What follows belongs to an exercise in optimizing a design on an open flow for small area; a production flow would make more cautious choices. Function was checked by simulation only, so behaviour that the tests miss may differ from the original. Power figures rest on the tool's default switching activity, not on a simulated workload.

==> 09-28 <==
// rab
module rab (
    input  wire        clk,
    input  wire        rst,
    input  wire        sub_valid,
    input  wire        sub_ctx,
    input  wire [31:0] sub_cmd,
    input  wire [31:0] sub_arg0,
    input  wire [31:0] sub_arg1,
    output wire [1:0]  busy,
    output wire [1:0]  done,
    output wire [2:0]  status0,
    output wire [31:0] result0,
    output wire [2:0]  status1,
    output wire [31:0] result1,
    output reg         bus_req,
    output reg         bus_we,
    output reg  [31:0] bus_addr,
    output reg  [31:0] bus_wdata,
    input  wire        bus_ack,
    input  wire [31:0] bus_rdata,
    input  wire        bus_err,
    output reg         irq_valid,
    output reg  [7:0]  irq_num,
    output reg  [2:0]  irq_prio,
    output reg         ntf_valid,
    output reg  [31:0] ntf_token
);
export LEC_CHECK = 0
export CAP_MARGIN = 20
export CORE_MARGIN = 2
export CORE_UTILIZATION = 30
export CTS_BUF_LIST = sky130_fd_sc_hd__clkbuf_16
export CTS_CLUSTER_DIAMETER = 60
export CTS_CLUSTER_SIZE = 24
export PLACE_DENSITY = 0.6
export SLEW_MARGIN = 20
create_clock -name core_clock -period 12.0 [get_ports {clk}]
run.sh (not shown) runs the stock make flow with config.mk's settings and CLKGATE_MAP_FILE= SYNTH_SCRIPT=/design/flow/synth_recipe.tcl, a recipe that flattens the netlist after the stock synthesis.
==> 05-21 (differences from 09-28) <==
--- a/flow/design.v
+++ b/flow/design.v
@@ -49,13 +49,13 @@
     reg        ph0, ph1;
     reg [1:0]  sbc0, sbc1;          
     reg        lock0;               
     wire [47:0]  g_ok;
     wire [23:0]  t_ok;              
     wire [23:0]  t_armp;            
-    wire [23:0]  t_uc;              
+    wire [11:0]  t_uc;              
     wire [23:0]  t_ub;              
     wire [47:0]  t_code;            
     wire [767:0] t_cb;              
     assign busy    = {act1, act0};
     assign done    = {done1, done0};
     assign status0 = st0_r;
@@ -163,14 +163,14 @@
     wire a_busyA = a_bsame && (k_use != U_B);
     wire a_busyB = a_bsame && (k_use != U_A);
     wire a_busy0 = (a_use == U_B) ? a_busyB : a_busyA;
     wire       a_okA  = t_ok[a_tA];
     wire       a_okB  = t_ok[a_tB];
     wire       a_ok0  = t_ok[a_t0];
-    wire [1:0] a_usA  = t_uc[a_tA] ? U_C : U_A;
-    wire [1:0] a_usB  = t_uc[a_tB] ? U_C : t_ub[a_tB] ? U_B : U_A;
+    wire [1:0] a_usA  = t_uc[a_blk] ? U_C : U_A;
+    wire [1:0] a_usB  = t_uc[a_blk] ? U_C : t_ub[a_tB] ? U_B : U_A;
     wire [1:0] a_us0  = (a_use == U_B) ? a_usB : a_usA;
     wire a_exists = !a_busy0 && a_ok0 && (a_us0 == a_use);
     wire a_conflict =
         (a_use != U_C) ? (a_busy0 || (a_ok0 && a_us0 != a_use))
                        : (a_busyA || a_busyB ||
                           (a_okA && a_usA != U_C) ||
@@ -558,21 +558,30 @@
                         ok <= 1'b0;
                     else if (e_end && e_gi && c_gidx == g)
                         ok <= !e_err;
                 end
             end
         end
+        for (g = 0; g < 12; g = g + 1) begin : tb
+            reg uc;
+            assign t_uc[g] = uc;
+            always @(posedge clk) begin
+                if (e_err && e_tc && c_blk == g)
+                    uc <= 1'b0;
+                else if (a_tcfg && a_blk == g)
+                    uc <= (a_use == U_C);
+            end
+        end
         for (g = 0; g < 24; g = g + 1) begin : tl
             reg [31:0] cb;
             reg [1:0]  code;
-            reg        ok, armp, uc, ub;
+            reg        ok, armp, ub;
             assign t_cb[g*32 +: 32] = cb;
             assign t_code[g*2 +: 2] = code;
             assign t_ok[g]   = ok;
             assign t_armp[g] = armp;
-            assign t_uc[g]   = uc;
             assign t_ub[g]   = ub;
             wire a_cov = (a_blk == g / 2) &&
                          ((g % 2 == 0) ? (a_use != U_B) : (a_use != U_A));
             wire c_cov = (c_blk == g / 2) &&
                          ((g % 2 == 0) ? (c_use != U_B) : (c_use != U_A));
             wire e_wr  = c_cov && ((e_end && e_tc) || (e_fin && e_ta));
@@ -580,19 +589,16 @@
                 if (a_tarmp && a_cov)
                     cb <= sub_arg0;
                 if (e_err && e_tc && c_cov)
                     code <= 2'd0;
                 else if (a_tcfg && a_cov)
                     code <= mode_code(a_mode);
-                if (e_err && e_tc && c_cov) begin
-                    uc <= 1'b0;
+                if (e_err && e_tc && c_cov)
                     ub <= 1'b0;
-                end else if (a_tcfg && a_cov) begin
-                    uc <= (a_use == U_C);
+                else if (a_tcfg && a_cov)
                     ub <= (g % 2 == 1) && (a_use == U_B);
-                end
                 if (e_wr)
                     armp <= 1'b0;
                 else if (a_tcfg && a_cov)
                     armp <= 1'b0;
                 else if (a_tarmp && a_cov)
                     armp <= 1'b1;
==> flow/flow/run.sh (new file) <==
#!/bin/bash
set -euo pipefail
bash standard.sh "BUFFER_PORTS_ARGS=-buffer_cell sky130_fd_sc_hd__buf_1" finish > flow_standard.log 2>&1
==> flow/standard.sh (new file) <==
#!/bin/bash
# synth_recipe.tcl (not shown) runs the flow's synth.tcl, then flattens the netlist and writes it again
# the make line also repeats each setting of config.mk as NAME=value (left out here)
make -C /OpenROAD-flow-scripts/flow DESIGN_CONFIG=/design/flow/config.mk WORK_HOME=/design/flow/orfs CLKGATE_MAP_FILE= SYNTH_SCRIPT=/design/flow/synth_recipe.tcl "${@:-finish}"
Settings changed: CORE_UTILIZATION 30 to 50, CTS_BUF_LIST sky130_fd_sc_hd__clkbuf_16 to sky130_fd_sc_hd__clkbuf_8, CTS_CLUSTER_SIZE 24 to 16, PLACE_DENSITY 0.6 to 0.7.
removed: flow/run.sh
==> 05-17 (differences from 09-28) <==
--- a/flow/design.v
+++ b/flow/design.v
@@ -49,13 +49,13 @@
     reg        ph0, ph1;
     reg [1:0]  sbc0, sbc1;          
     reg        lock0;               
     wire [47:0]  g_ok;
     wire [23:0]  t_ok;              
     wire [23:0]  t_armp;            
-    wire [23:0]  t_uc;              
+    wire [11:0]  t_uc;              
     wire [23:0]  t_ub;              
     wire [47:0]  t_code;            
     wire [767:0] t_cb;              
     assign busy    = {act1, act0};
     assign done    = {done1, done0};
     assign status0 = st0_r;
@@ -163,14 +163,14 @@
     wire a_busyA = a_bsame && (k_use != U_B);
     wire a_busyB = a_bsame && (k_use != U_A);
     wire a_busy0 = (a_use == U_B) ? a_busyB : a_busyA;
     wire       a_okA  = t_ok[a_tA];
     wire       a_okB  = t_ok[a_tB];
     wire       a_ok0  = t_ok[a_t0];
-    wire [1:0] a_usA  = t_uc[a_tA] ? U_C : U_A;
-    wire [1:0] a_usB  = t_uc[a_tB] ? U_C : t_ub[a_tB] ? U_B : U_A;
+    wire [1:0] a_usA  = t_uc[a_blk] ? U_C : U_A;
+    wire [1:0] a_usB  = t_uc[a_blk] ? U_C : t_ub[a_tB] ? U_B : U_A;
     wire [1:0] a_us0  = (a_use == U_B) ? a_usB : a_usA;
     wire a_exists = !a_busy0 && a_ok0 && (a_us0 == a_use);
     wire a_conflict =
         (a_use != U_C) ? (a_busy0 || (a_ok0 && a_us0 != a_use))
                        : (a_busyA || a_busyB ||
                           (a_okA && a_usA != U_C) ||
@@ -558,21 +558,30 @@
                         ok <= 1'b0;
                     else if (e_end && e_gi && c_gidx == g)
                         ok <= !e_err;
                 end
             end
         end
+        for (g = 0; g < 12; g = g + 1) begin : tb
+            reg uc;
+            assign t_uc[g] = uc;
+            always @(posedge clk) begin
+                if (e_err && e_tc && c_blk == g)
+                    uc <= 1'b0;
+                else if (a_tcfg && a_blk == g)
+                    uc <= (a_use == U_C);
+            end
+        end
         for (g = 0; g < 24; g = g + 1) begin : tl
             reg [31:0] cb;
             reg [1:0]  code;
-            reg        ok, armp, uc, ub;
+            reg        ok, armp, ub;
             assign t_cb[g*32 +: 32] = cb;
             assign t_code[g*2 +: 2] = code;
             assign t_ok[g]   = ok;
             assign t_armp[g] = armp;
-            assign t_uc[g]   = uc;
             assign t_ub[g]   = ub;
             wire a_cov = (a_blk == g / 2) &&
                          ((g % 2 == 0) ? (a_use != U_B) : (a_use != U_A));
             wire c_cov = (c_blk == g / 2) &&
                          ((g % 2 == 0) ? (c_use != U_B) : (c_use != U_A));
             wire e_wr  = c_cov && ((e_end && e_tc) || (e_fin && e_ta));
@@ -580,19 +589,16 @@
                 if (a_tarmp && a_cov)
                     cb <= sub_arg0;
                 if (e_err && e_tc && c_cov)
                     code <= 2'd0;
                 else if (a_tcfg && a_cov)
                     code <= mode_code(a_mode);
-                if (e_err && e_tc && c_cov) begin
-                    uc <= 1'b0;
+                if (e_err && e_tc && c_cov)
                     ub <= 1'b0;
-                end else if (a_tcfg && a_cov) begin
-                    uc <= (a_use == U_C);
+                else if (a_tcfg && a_cov)
                     ub <= (g % 2 == 1) && (a_use == U_B);
-                end
                 if (e_wr)
                     armp <= 1'b0;
                 else if (a_tcfg && a_cov)
                     armp <= 1'b0;
                 else if (a_tarmp && a_cov)
                     armp <= 1'b1;
==> flow/flow/run.sh (new file) <==
#!/bin/bash
set -euo pipefail
bash standard.sh "BUFFER_PORTS_ARGS=-buffer_cell sky130_fd_sc_hd__buf_1" finish > flow_standard.log 2>&1
==> flow/standard.sh (new file) <==
#!/bin/bash
# synth_recipe.tcl (not shown) runs the flow's synth.tcl, then flattens the netlist and writes it again
# the make line also repeats each setting of config.mk as NAME=value (left out here)
make -C /OpenROAD-flow-scripts/flow DESIGN_CONFIG=/design/flow/config.mk WORK_HOME=/design/flow/orfs CLKGATE_MAP_FILE= SYNTH_SCRIPT=/design/flow/synth_recipe.tcl "${@:-finish}"
Settings changed: CTS_BUF_LIST sky130_fd_sc_hd__clkbuf_16 to sky130_fd_sc_hd__clkbuf_8, CTS_CLUSTER_SIZE 24 to 16.
removed: flow/run.sh
==> run notes <==
| metric | 09-28 | 05-21 | 05-17 |
|---|---|---|---|
| Number of buffers and inverters on the critical path | 2 | 2 | 5 |
| Comb_multi_in | 2763 | 2675 | 2675 |
| Launch point of the worst hold path | tl[23].ub | tl[20].code[1] | tl[19].code[0] |
| Clock Network Area Fraction | 4.75% | 2.99% | 2.98% |
| Growth of design area from synthesis to finish | 16.9% | 9.15% | 11.4% |
| Outcome | no timing/DRC/antenna violations | no timing/DRC/antenna violations | no timing/DRC/antenna violations |
| Post-place setup slack | 1.75 ns | 1.92 ns | 1.90 ns |
| Routed wire length on met2 | 105000 um | 94000 um | 102000 um |
| Proportion of synthesized area in mux cells | 6.07% | 5.75% | 5.75% |
| Net switching power of the design | 2380 uW | 2100 uW | 2200 uW |
| Post-detailed-placement half-perimeter wirelength | 148000 um | 129000 um | 141000 um |
| Fraction of final layout cells sized beyond drive strength 1 | 11.7% | 10.6% | 10.7% |
| Footprint of the flip-flops and latches | 35200 um2 | 34900 um2 | 34900 um2 |
| Post-synthesis xor/xnor area fraction | 0.266% | 0.318% | 0.318% |
| Syn avg cell area | 12.7 um2 | 12.8 um2 | 12.8 um2 |
| VDD IR-drop max | 0.118 mV | 0.103 mV | 0.0813 mV |
| End of the worst hold path | tl[23].ub | tl[20].code[1] | tl[19].code[0] |

## afterwards: timing with drivers on the ports
In the flow no input, the clock included, has a driving cell. The finished layouts below were timed again as built, in two steps.
Step 1, drivers: a clkbuf_16 drives clk and a buf_2 each remaining input, both assumed.
Step 2 adds t to the input delays and takes it off the output delays; t is the mean of the earliest and latest rising clock arrival at the registers after step 1. Input paths then give back, and output paths get back, about the clock's delay inside the block.
Slacks: ideal / step 1 / step 2; pairs: ideal / step 1.
| run | shift t [ns] | setup WS [ns] | worst setup path at the end |
|---|---|---|---|
| 09-28 | 0.794 | 0.796 / 0.711 / 1.505 | register to output |
| 05-21 | 0.883 | 0.919 / 0.844 / 1.727 | register to output |
| 05-17 | 0.925 | 0.750 / 0.678 / 1.604 | register to output |
After both steps setup and hold are still met in every run listed.
